This design comes from an exercise in tuning for small area, a short achievable clock period and few clock cycles per item on the open sky130 flow, not from production work.
Only simulation tests tie the RTL to the original design; equivalence was not proved.
With no activity given, the tool overestimates toggling in this design, so its power and IR-drop figures are unreliable.

==> inputs of job 4169 <==
// amk_core
module amk_core (
    input  wire        clk,
    input  wire        rst,          
    input  wire        south_hist,   
    input  wire        in_valid,
    output wire        in_ready,
    input  wire [31:0] cmd,
    input  wire [31:0] opa,
    input  wire [31:0] opb,
    input  wire [31:0] opc,
    input  wire [31:0] opd,
    output reg         done,
    output reg  [31:0] res0,
    output reg  [31:0] res1,
    output wire [31:0] res2,
    output wire [31:0] res3,
    output reg  [11:0] pulse_a,
    output reg  [11:0] pulse_b,
    output reg  [1:0]  status,       
    output reg         pw_valid,
    output reg  [3:0]  pw_ch,
    output reg  [11:0] pw_off
);
clock: 18.0 ns
lec_check: 0
cap_margin: 20
core_margin: 2
core_utilization: 55
place_density: 0.7
slew_margin: 20
standard.sh (not shown) runs the stock make flow with config.mk's settings and CLKGATE_MAP_FILE= SYNTH_SCRIPT=/design/flow/synth_recipe.tcl, a recipe that flattens the netlist after the stock synthesis.
==> flow/flow/run.sh <==
#!/bin/bash
# The standard ORFS layout (the standard.sh), with repair_timing asked for
# setup slack margin so that it sizes and buffers the longest paths; the clock
# period and constraints are the design's own. All of make's output goes to
# flow_make.log; ORFS keeps each step's log under orfs/logs/.
set -euo pipefail
bash standard.sh SETUP_SLACK_MARGIN=10.5 TNS_END_PERCENT=5 finish > flow_make.log 2>&1
==> job 3122: changes against job 4169 <==
--- a/flow/design.v
+++ b/flow/design.v
@@ -19,15 +19,15 @@
     output reg  [1:0]  status,       
     output reg         pw_valid,
     output reg  [3:0]  pw_ch,
     output reg  [11:0] pw_off
 );
     localparam signed [31:0] ONE  = 32'sh0001_0000;
     localparam signed [31:0] MONE = -32'sh0001_0000;
-    localparam [2:0] LAST_SCALE = 3'd3;    
+    localparam [2:0] LAST_SCALE = 3'd1;    
     localparam [2:0] LAST_MECA  = 3'd5;    
     function [31:0] clamp32;
         input signed [31:0] x;
         input signed [31:0] lo;
         input signed [31:0] hi;
         begin
             if (x < lo)      clamp32 = lo;
@@ -210,45 +210,61 @@
     function [17:0] set_lane;
         input [17:0] c;
         input        r;
         begin
             set_lane = (r && c[17]) ? 18'd0 : c;
         end
     endfunction
-    reg [17:0] sc_v;             
-    wire [18:0] bth_y = {sc_v, 1'b0};
-    wire [49:0] bth_row [0:8];
-    wire [16:0] bth_neg;
-    genvar gb;
+    reg  [35:0] sc_v;            
+    wire [67:0] sc_rn_n;
+    localparam [49:0] BTH_K = 50'h8000 - (50'h2_0000_0000 * 50'h15555);
+    genvar gm, gb;
     generate
-        for (gb = 0; gb < 9; gb = gb + 1) begin : g_booth
-            wire b2 = bth_y[2*gb+2], b1 = bth_y[2*gb+1], b0 = bth_y[2*gb];
-            wire neg = b2 & ~(b1 & b0);
-            wire one = b1 ^ b0;
-            wire two = (b2 & ~b1 & ~b0) | (~b2 & b1 & b0);
-            wire [33:0] xe  = {{2{e1_pay[31]}}, e1_pay[31:0]};
-            wire [33:0] x2  = {e1_pay[31], e1_pay[31:0], 1'b0};
-            wire [33:0] sel = ({34{one}} & xe) | ({34{two}} & x2);
-            wire [33:0] pp  = sel ^ {34{neg}};
-            assign bth_row[gb] = {16'd0, ~pp[33], pp[32:0]} << (2*gb);
-            assign bth_neg[2*gb] = neg;
-            if (gb < 8) begin : g_z
-                assign bth_neg[2*gb+1] = 1'b0;
+        for (gm = 0; gm < 2; gm = gm + 1) begin : g_mul
+            wire [18:0] bth_y = {sc_v[18*gm +: 18], 1'b0};
+            wire [49:0] bth_row [0:8];
+            wire [16:0] bth_neg;
+            for (gb = 0; gb < 9; gb = gb + 1) begin : g_booth
+                wire b2 = bth_y[2*gb+2], b1 = bth_y[2*gb+1], b0 = bth_y[2*gb];
+                wire neg = b2 & ~(b1 & b0);
+                wire one = b1 ^ b0;
+                wire two = (b2 & ~b1 & ~b0) | (~b2 & b1 & b0);
+                wire [33:0] xe  = {{2{e1_pay[31]}}, e1_pay[31:0]};
+                wire [33:0] x2  = {e1_pay[31], e1_pay[31:0], 1'b0};
+                wire [33:0] sel = ({34{one}} & xe) | ({34{two}} & x2);
+                wire [33:0] pp  = sel ^ {34{neg}};
+                assign bth_row[gb] = {16'd0, ~pp[33], pp[32:0]} << (2*gb);
+                assign bth_neg[2*gb] = neg;
+                if (gb < 8) begin : g_z
+                    assign bth_neg[2*gb+1] = 1'b0;
+                end
             end
+            wire [49:0] p = bth_row[0] + bth_row[1] + bth_row[2] + bth_row[3] + bth_row[4] +
+                            bth_row[5] + bth_row[6] + bth_row[7] + bth_row[8] +
+                            {33'd0, bth_neg} + BTH_K;
+            assign sc_rn_n[34*gm +: 34] = p[49:16];
         end
     endgenerate
-    localparam [49:0] BTH_K = 50'h8000 - (50'h2_0000_0000 * 50'h15555);
-    wire [49:0] sc_p_n = bth_row[0] + bth_row[1] + bth_row[2] + bth_row[3] + bth_row[4] +
-                         bth_row[5] + bth_row[6] + bth_row[7] + bth_row[8] +
-                         {33'd0, bth_neg} + BTH_K;
-    reg  signed [33:0] sc_rn;    
-    reg                sc_wr3;   
+    reg  [67:0] sc_rn;           
+    reg         sc_wr3;          
     wire signed [31:0] lo_cur = pv_r ? 32'sd0 : MONE;
-    wire [31:0] sc_res = (sc_rn < $signed({{2{lo_cur[31]}}, lo_cur})) ? lo_cur :
-                         (sc_rn > 34'sd65536) ? ONE : sc_rn[31:0];
+    function [17:0] sc_clamp;
+        input signed [33:0] rn;
+        input               r;
+        begin
+            if (r ? rn[33] : (rn < -34'sd65536))
+                sc_clamp = r ? 18'd0 : 18'h3_0000;
+            else if (rn > 34'sd65536)
+                sc_clamp = 18'h1_0000;
+            else
+                sc_clamp = rn[17:0];
+        end
+    endfunction
+    wire [17:0] sc_res0 = sc_clamp(sc_rn[33:0],  pv_r);
+    wire [17:0] sc_res1 = sc_clamp(sc_rn[67:34], pv_r);
     reg  [24:0] dv_r;
     reg  [26:0] dv_r3;
     reg  [16:0] dv_lo;           
     reg         dv_rz;
     wire [27:0] dD1 = {2'b0, dv_r, 1'b0};
     wire [27:0] dD2 = {1'b0, dv_r, 2'b0};
     wire [27:0] dD3 = {dv_r3, 1'b0};
@@ -290,15 +306,15 @@
             assign mk_lanes[32*gl +: 32] = dv_rz ? 32'd0 : {{15{qh[1]}}, qh[0], qf[15:0]};
         end
     endgenerate
     wire e2_emits = e2_v && e2_emit;      
     wire drain  = wb_v && (wb_s == rot);
     wire cw_ok  = !wb_v || drain || (wb_s == f_slot);
     wire e1_dcemit = e1_encdc && f_emit;
-    wire e1_haz  = sc_wr3 && (e1_encdc || e1_encang || e1_enccrs) && f_src && (f_lane == 2'd3);
+    wire e1_haz  = sc_wr3 && (e1_encdc || e1_encang || e1_enccrs) && f_src && f_lane[1];
     wire c_pvuse = c_mecanum || c_pvscale || ((c_encdc || c_encang || c_enccrs) && c_cmd[10]);
     wire mk_early = !(c_v && c_pvuse);
     wire e1_last = e1_haz ? 1'b0 :
                    (e1_pvscale && e1_oh[LAST_SCALE]) ||
                    (e1_mecanum && (e1_oh[LAST_MECA] || (e1_oh[LAST_MECA - 1] && mk_early))) ||
                    (e1_dcemit && (!e1_oh[0] || !e2_emits)) ||
                    (e1_calwr && cw_ok) ||
@@ -310,15 +326,15 @@
     wire       wb_v_n  = wb_load || (wb_v && !drain);
     wire [3:0] wb_s_n  = wb_load ? f_slot : wb_s;
     wire [3:0] rot_n   = rot + 4'd1;
     wire       e2_emits_n = e1_fin && ((e1_encdc || e1_encang || e1_enccrs) && f_emit);
     wire       sc_wr3_n   = e1_fin && e1_pvscale;
     wire       nx_new_fin = !c_pvscale && !c_mecanum &&
                             !(sc_wr3_n && (c_encdc || c_encang || c_enccrs) &&
-                              c_cmd[10] && (c_cmd[9:8] == 2'd3)) &&
+                              c_cmd[10] && c_cmd[9]) &&
                             !(c_encdc && c_cmd[11] && e2_emits_n) &&
                             !(c_calwr && !(!wb_v_n || (wb_s_n == rot_n) || (wb_s_n == c_cmd[19:16])));
     wire       nx_old_fin = e1_haz ||
                             (e1_pvscale && e1_oh[LAST_SCALE - 1]) ||
                             (e1_mecanum && e1_oh[LAST_MECA - 1]) ||
                             (e1_mecanum && e1_oh[LAST_MECA - 2] &&
                              (in_ready_r ? !(in_valid && i_pvuse) : mk_early)) ||
@@ -349,16 +365,18 @@
     reg        pv_r_n;
     always @(*) begin
         pv0_n  = pv0;
         pv1_n  = pv1;
         pv2_n  = pv2;
         pv3_n  = pv3;
         pv_r_n = pv_r;
-        if (sc_wr3)
-            pv3_n = sc_res;
+        if (sc_wr3) begin
+            pv2_n = sc_res0;
+            pv3_n = sc_res1;
+        end
         if (mk_wr) begin
             pv0_n  = mk_lanes[17:0];
             pv1_n  = mk_lanes[49:32];
             pv2_n  = mk_lanes[81:64];
             pv3_n  = mk_lanes[113:96];
         end
         if (e1_v) begin
@@ -373,17 +391,18 @@
                 pv0_n  = unit_word(mv_vec[1:0]);
                 pv1_n  = unit_word(mv_vec[3:2]);
                 pv2_n  = unit_word(mv_vec[5:4]);
                 pv3_n  = unit_word(mv_vec[7:6]);
                 pv_r_n = 1'b0;
             end
             if (e1_pvscale) begin
-                if (e1_oh[1]) pv0_n = sc_res;
-                if (e1_oh[2]) pv1_n = sc_res;
-                if (e1_oh[3]) pv2_n = sc_res;
+                if (e1_oh[1]) begin
+                    pv0_n = sc_res0;
+                    pv1_n = sc_res1;
+                end
             end
             if (e1_mecanum && e1_oh[LAST_MECA - 1])
                 pv_r_n = 1'b0;
             if (e1_mecanum && e1_oh[LAST_MECA]) begin
                 pv0_n  = mk_lanes[17:0];
                 pv1_n  = mk_lanes[49:32];
                 pv2_n  = mk_lanes[81:64];
@@ -427,16 +446,16 @@
             dv_lo <= mk_r[16:0];
             dv_rz <= (mk_r == 25'd0);
             dv_first <= 1'b1;
         end else begin
             dv_lo <= dv_first ? {dv_lo[14:0], 2'b00} : {dv_lo[13:0], 3'b000};
             dv_first <= 1'b0;
         end
-        sc_rn <= sc_p_n[49:16];
-        sc_v  <= adv ? pv0_n : e1_oh[0] ? pv1 : e1_oh[1] ? pv2 : pv3;
+        sc_rn <= sc_rn_n;
+        sc_v  <= adv ? {pv1_n, pv0_n} : {pv3_n, pv2_n};
         e2_pvvalues <= e1_pvvalues;
         e2_calrd    <= e1_calrd;
         e2_encdc    <= e1_encdc;
         e2_encang   <= e1_encang;
         e2_enccrs   <= e1_enccrs;
         e2_emit     <= (e1_encdc || e1_encang || e1_enccrs) && f_emit;
         e2_st       <= {e1_ill, e1_move && mv_unsup};
==> job 9653: changes against job 4169 <==
--- a/flow/design.v
+++ b/flow/design.v
@@ -19,15 +19,15 @@
     output reg  [1:0]  status,       
     output reg         pw_valid,
     output reg  [3:0]  pw_ch,
     output reg  [11:0] pw_off
 );
     localparam signed [31:0] ONE  = 32'sh0001_0000;
     localparam signed [31:0] MONE = -32'sh0001_0000;
-    localparam [2:0] LAST_SCALE = 3'd3;    
+    localparam [2:0] LAST_SCALE = 3'd1;    
     localparam [2:0] LAST_MECA  = 3'd5;    
     function [31:0] clamp32;
         input signed [31:0] x;
         input signed [31:0] lo;
         input signed [31:0] hi;
         begin
             if (x < lo)      clamp32 = lo;
@@ -210,45 +210,61 @@
     function [17:0] set_lane;
         input [17:0] c;
         input        r;
         begin
             set_lane = (r && c[17]) ? 18'd0 : c;
         end
     endfunction
-    reg [17:0] sc_v;             
-    wire [18:0] bth_y = {sc_v, 1'b0};
-    wire [49:0] bth_row [0:8];
-    wire [16:0] bth_neg;
-    genvar gb;
+    reg  [35:0] sc_v;            
+    wire [67:0] sc_rn_n;
+    localparam [49:0] BTH_K = 50'h8000 - (50'h2_0000_0000 * 50'h15555);
+    genvar gm, gb;
     generate
-        for (gb = 0; gb < 9; gb = gb + 1) begin : g_booth
-            wire b2 = bth_y[2*gb+2], b1 = bth_y[2*gb+1], b0 = bth_y[2*gb];
-            wire neg = b2 & ~(b1 & b0);
-            wire one = b1 ^ b0;
-            wire two = (b2 & ~b1 & ~b0) | (~b2 & b1 & b0);
-            wire [33:0] xe  = {{2{e1_pay[31]}}, e1_pay[31:0]};
-            wire [33:0] x2  = {e1_pay[31], e1_pay[31:0], 1'b0};
-            wire [33:0] sel = ({34{one}} & xe) | ({34{two}} & x2);
-            wire [33:0] pp  = sel ^ {34{neg}};
-            assign bth_row[gb] = {16'd0, ~pp[33], pp[32:0]} << (2*gb);
-            assign bth_neg[2*gb] = neg;
-            if (gb < 8) begin : g_z
-                assign bth_neg[2*gb+1] = 1'b0;
+        for (gm = 0; gm < 2; gm = gm + 1) begin : g_mul
+            wire [18:0] bth_y = {sc_v[18*gm +: 18], 1'b0};
+            wire [49:0] bth_row [0:8];
+            wire [16:0] bth_neg;
+            for (gb = 0; gb < 9; gb = gb + 1) begin : g_booth
+                wire b2 = bth_y[2*gb+2], b1 = bth_y[2*gb+1], b0 = bth_y[2*gb];
+                wire neg = b2 & ~(b1 & b0);
+                wire one = b1 ^ b0;
+                wire two = (b2 & ~b1 & ~b0) | (~b2 & b1 & b0);
+                wire [33:0] xe  = {{2{e1_pay[31]}}, e1_pay[31:0]};
+                wire [33:0] x2  = {e1_pay[31], e1_pay[31:0], 1'b0};
+                wire [33:0] sel = ({34{one}} & xe) | ({34{two}} & x2);
+                wire [33:0] pp  = sel ^ {34{neg}};
+                assign bth_row[gb] = {16'd0, ~pp[33], pp[32:0]} << (2*gb);
+                assign bth_neg[2*gb] = neg;
+                if (gb < 8) begin : g_z
+                    assign bth_neg[2*gb+1] = 1'b0;
+                end
             end
+            wire [49:0] p = bth_row[0] + bth_row[1] + bth_row[2] + bth_row[3] + bth_row[4] +
+                            bth_row[5] + bth_row[6] + bth_row[7] + bth_row[8] +
+                            {33'd0, bth_neg} + BTH_K;
+            assign sc_rn_n[34*gm +: 34] = p[49:16];
         end
     endgenerate
-    localparam [49:0] BTH_K = 50'h8000 - (50'h2_0000_0000 * 50'h15555);
-    wire [49:0] sc_p_n = bth_row[0] + bth_row[1] + bth_row[2] + bth_row[3] + bth_row[4] +
-                         bth_row[5] + bth_row[6] + bth_row[7] + bth_row[8] +
-                         {33'd0, bth_neg} + BTH_K;
-    reg  signed [33:0] sc_rn;    
-    reg                sc_wr3;   
+    reg  [67:0] sc_rn;           
+    reg         sc_wr3;          
     wire signed [31:0] lo_cur = pv_r ? 32'sd0 : MONE;
-    wire [31:0] sc_res = (sc_rn < $signed({{2{lo_cur[31]}}, lo_cur})) ? lo_cur :
-                         (sc_rn > 34'sd65536) ? ONE : sc_rn[31:0];
+    function [17:0] sc_clamp;
+        input signed [33:0] rn;
+        input               r;
+        begin
+            if (r ? rn[33] : (rn < -34'sd65536))
+                sc_clamp = r ? 18'd0 : 18'h3_0000;
+            else if (rn > 34'sd65536)
+                sc_clamp = 18'h1_0000;
+            else
+                sc_clamp = rn[17:0];
+        end
+    endfunction
+    wire [17:0] sc_res0 = sc_clamp(sc_rn[33:0],  pv_r);
+    wire [17:0] sc_res1 = sc_clamp(sc_rn[67:34], pv_r);
     reg  [24:0] dv_r;
     reg  [26:0] dv_r3;
     reg  [16:0] dv_lo;           
     reg         dv_rz;
     wire [27:0] dD1 = {2'b0, dv_r, 1'b0};
     wire [27:0] dD2 = {1'b0, dv_r, 2'b0};
     wire [27:0] dD3 = {dv_r3, 1'b0};
@@ -290,15 +306,15 @@
             assign mk_lanes[32*gl +: 32] = dv_rz ? 32'd0 : {{15{qh[1]}}, qh[0], qf[15:0]};
         end
     endgenerate
     wire e2_emits = e2_v && e2_emit;      
     wire drain  = wb_v && (wb_s == rot);
     wire cw_ok  = !wb_v || drain || (wb_s == f_slot);
     wire e1_dcemit = e1_encdc && f_emit;
-    wire e1_haz  = sc_wr3 && (e1_encdc || e1_encang || e1_enccrs) && f_src && (f_lane == 2'd3);
+    wire e1_haz  = sc_wr3 && (e1_encdc || e1_encang || e1_enccrs) && f_src && f_lane[1];
     wire c_pvuse = c_mecanum || c_pvscale || ((c_encdc || c_encang || c_enccrs) && c_cmd[10]);
     wire mk_early = !(c_v && c_pvuse);
     wire e1_last = e1_haz ? 1'b0 :
                    (e1_pvscale && e1_oh[LAST_SCALE]) ||
                    (e1_mecanum && (e1_oh[LAST_MECA] || (e1_oh[LAST_MECA - 1] && mk_early))) ||
                    (e1_dcemit && (!e1_oh[0] || !e2_emits)) ||
                    (e1_calwr && cw_ok) ||
@@ -310,15 +326,15 @@
     wire       wb_v_n  = wb_load || (wb_v && !drain);
     wire [3:0] wb_s_n  = wb_load ? f_slot : wb_s;
     wire [3:0] rot_n   = rot + 4'd1;
     wire       e2_emits_n = e1_fin && ((e1_encdc || e1_encang || e1_enccrs) && f_emit);
     wire       sc_wr3_n   = e1_fin && e1_pvscale;
     wire       nx_new_fin = !c_pvscale && !c_mecanum &&
                             !(sc_wr3_n && (c_encdc || c_encang || c_enccrs) &&
-                              c_cmd[10] && (c_cmd[9:8] == 2'd3)) &&
+                              c_cmd[10] && c_cmd[9]) &&
                             !(c_encdc && c_cmd[11] && e2_emits_n) &&
                             !(c_calwr && !(!wb_v_n || (wb_s_n == rot_n) || (wb_s_n == c_cmd[19:16])));
     wire       nx_old_fin = e1_haz ||
                             (e1_pvscale && e1_oh[LAST_SCALE - 1]) ||
                             (e1_mecanum && e1_oh[LAST_MECA - 1]) ||
                             (e1_mecanum && e1_oh[LAST_MECA - 2] &&
                              (in_ready_r ? !(in_valid && i_pvuse) : mk_early)) ||
@@ -349,16 +365,18 @@
     reg        pv_r_n;
     always @(*) begin
         pv0_n  = pv0;
         pv1_n  = pv1;
         pv2_n  = pv2;
         pv3_n  = pv3;
         pv_r_n = pv_r;
-        if (sc_wr3)
-            pv3_n = sc_res;
+        if (sc_wr3) begin
+            pv2_n = sc_res0;
+            pv3_n = sc_res1;
+        end
         if (mk_wr) begin
             pv0_n  = mk_lanes[17:0];
             pv1_n  = mk_lanes[49:32];
             pv2_n  = mk_lanes[81:64];
             pv3_n  = mk_lanes[113:96];
         end
         if (e1_v) begin
@@ -373,17 +391,18 @@
                 pv0_n  = unit_word(mv_vec[1:0]);
                 pv1_n  = unit_word(mv_vec[3:2]);
                 pv2_n  = unit_word(mv_vec[5:4]);
                 pv3_n  = unit_word(mv_vec[7:6]);
                 pv_r_n = 1'b0;
             end
             if (e1_pvscale) begin
-                if (e1_oh[1]) pv0_n = sc_res;
-                if (e1_oh[2]) pv1_n = sc_res;
-                if (e1_oh[3]) pv2_n = sc_res;
+                if (e1_oh[1]) begin
+                    pv0_n = sc_res0;
+                    pv1_n = sc_res1;
+                end
             end
             if (e1_mecanum && e1_oh[LAST_MECA - 1])
                 pv_r_n = 1'b0;
             if (e1_mecanum && e1_oh[LAST_MECA]) begin
                 pv0_n  = mk_lanes[17:0];
                 pv1_n  = mk_lanes[49:32];
                 pv2_n  = mk_lanes[81:64];
@@ -427,16 +446,16 @@
             dv_lo <= mk_r[16:0];
             dv_rz <= (mk_r == 25'd0);
             dv_first <= 1'b1;
         end else begin
             dv_lo <= dv_first ? {dv_lo[14:0], 2'b00} : {dv_lo[13:0], 3'b000};
             dv_first <= 1'b0;
         end
-        sc_rn <= sc_p_n[49:16];
-        sc_v  <= adv ? pv0_n : e1_oh[0] ? pv1 : e1_oh[1] ? pv2 : pv3;
+        sc_rn <= sc_rn_n;
+        sc_v  <= adv ? {pv1_n, pv0_n} : {pv3_n, pv2_n};
         e2_pvvalues <= e1_pvvalues;
         e2_calrd    <= e1_calrd;
         e2_encdc    <= e1_encdc;
         e2_encang   <= e1_encang;
         e2_enccrs   <= e1_enccrs;
         e2_emit     <= (e1_encdc || e1_encang || e1_enccrs) && f_emit;
         e2_st       <= {e1_ill, e1_move && mv_unsup};
==> flow/flow/run.sh (replaced) <==
#!/bin/bash
# The standard ORFS layout (the standard.sh), with repair_timing asked for
# setup slack margin so that it sizes and buffers the longest paths; the clock
# period and constraints are the design's own. All of make's output goes to
# flow_make.log; ORFS keeps each step's log under orfs/logs/.
set -euo pipefail
bash standard.sh SETUP_SLACK_MARGIN=11.5 TNS_END_PERCENT=10 finish > flow_make.log 2>&1
==> run summary <==
The highest fmax belongs to job 9653, the lowest to job 3122. Against job 4169, the die area of job 3122 is higher by 9.4%. Between job 3122 and job 4169, the lower cell count is in job 4169 (gap about 9%, measured against job 4169). Cell area, lowest first: job 4169, job 3122, job 9653. Of job 4169 and job 3122, job 4169 has the higher clock skew (gap 0.046 ns).
==> figures <==
Internal Pwr Total: job 4169 15.9 mW; job 9653 21.6 mW; job 3122 20.5 mW
Switching component of the power: job 4169 13.8 mW; job 9653 20.6 mW; job 3122 19.5 mW
Outcome: job 4169 complete, no violations; job 9653 complete, no violations; job 3122 complete, no violations
WL met2: job 4169 213 mm; job 9653 241 mm; job 3122 235 mm
Layout non-clock buf frac: job 4169 4.12%; job 9653 5.89%; job 3122 4.24%
Maximum number of pins on one net before global-route repair: job 4169 114; job 9653 104; job 3122 91
Die span in y: job 4169 506 um; job 9653 529 um; job 3122 529 um
Number of cells in the design after placement: job 4169 17600; job 9653 19200; job 3122 19200
Synthesized netlist net count: job 4169 16600; job 9653 18300; job 3122 18300
Die width: job 4169 506 um; job 9653 529 um; job 3122 529 um
Global Route met1 Usage: job 4169 48.3%; job 9653 52.0%; job 3122 49.8%
Adder and majority gate portion of the synthesized area: job 4169 21.1%; job 9653 23.1%; job 3122 23.1%
Testbench counts of job 4169, summed over its fixed seeds: cycles 4,809, cmds 2,560.
Testbench counts of job 3122, summed over its fixed seeds: cycles 4,174, cmds 2,560.
Testbench counts of job 9653, summed over its fixed seeds: cycles 4,174, cmds 2,560.

==> afterwards: timing with drivers on the ports <==
How much do the figures lean on ideal ports? The routed layouts below were timed once more, with nothing changed but the port constraints.
Step 1 (the two cells are an assumption about what drives the block):
set clk [get_ports {clk}]
set_driving_cell -lib_cell sky130_fd_sc_hd__clkbuf_16 $clk
set_driving_cell -lib_cell sky130_fd_sc_hd__buf_2 [delete_from_list [all_inputs] $clk]
Step 2 adds t to the input delays and takes it off the output delays; t is the mean of the earliest and latest rising clock arrival at the registers after step 1. Input paths then give back, and output paths get back, about the clock's delay inside the block.
Slacks: no drivers / after step 1 / after step 2; pairs: no drivers / after step 1.
| run | t, ns | setup slack, ns | clock arrival spread, ns | worst register clock-pin slew, ns |
|---|---|---|---|---|
| job 4169 | 0.981 | 10.607 / 10.607 / 10.355 | 0.139 / 0.139 | 0.07 / 0.07 |
| job 3122 | 0.984 | 10.397 / 10.397 / 9.932 | 0.093 / 0.093 | 0.08 / 0.08 |
| job 9653 | 1.003 | 10.849 / 10.849 / 10.008 | 0.100 / 0.099 | 0.08 / 0.08 |
After both steps setup and hold are still met in every run listed. For job 9653, which loses most, drivers alone change the setup slack by 0.000 ns; drivers and shift together by -0.841 ns.
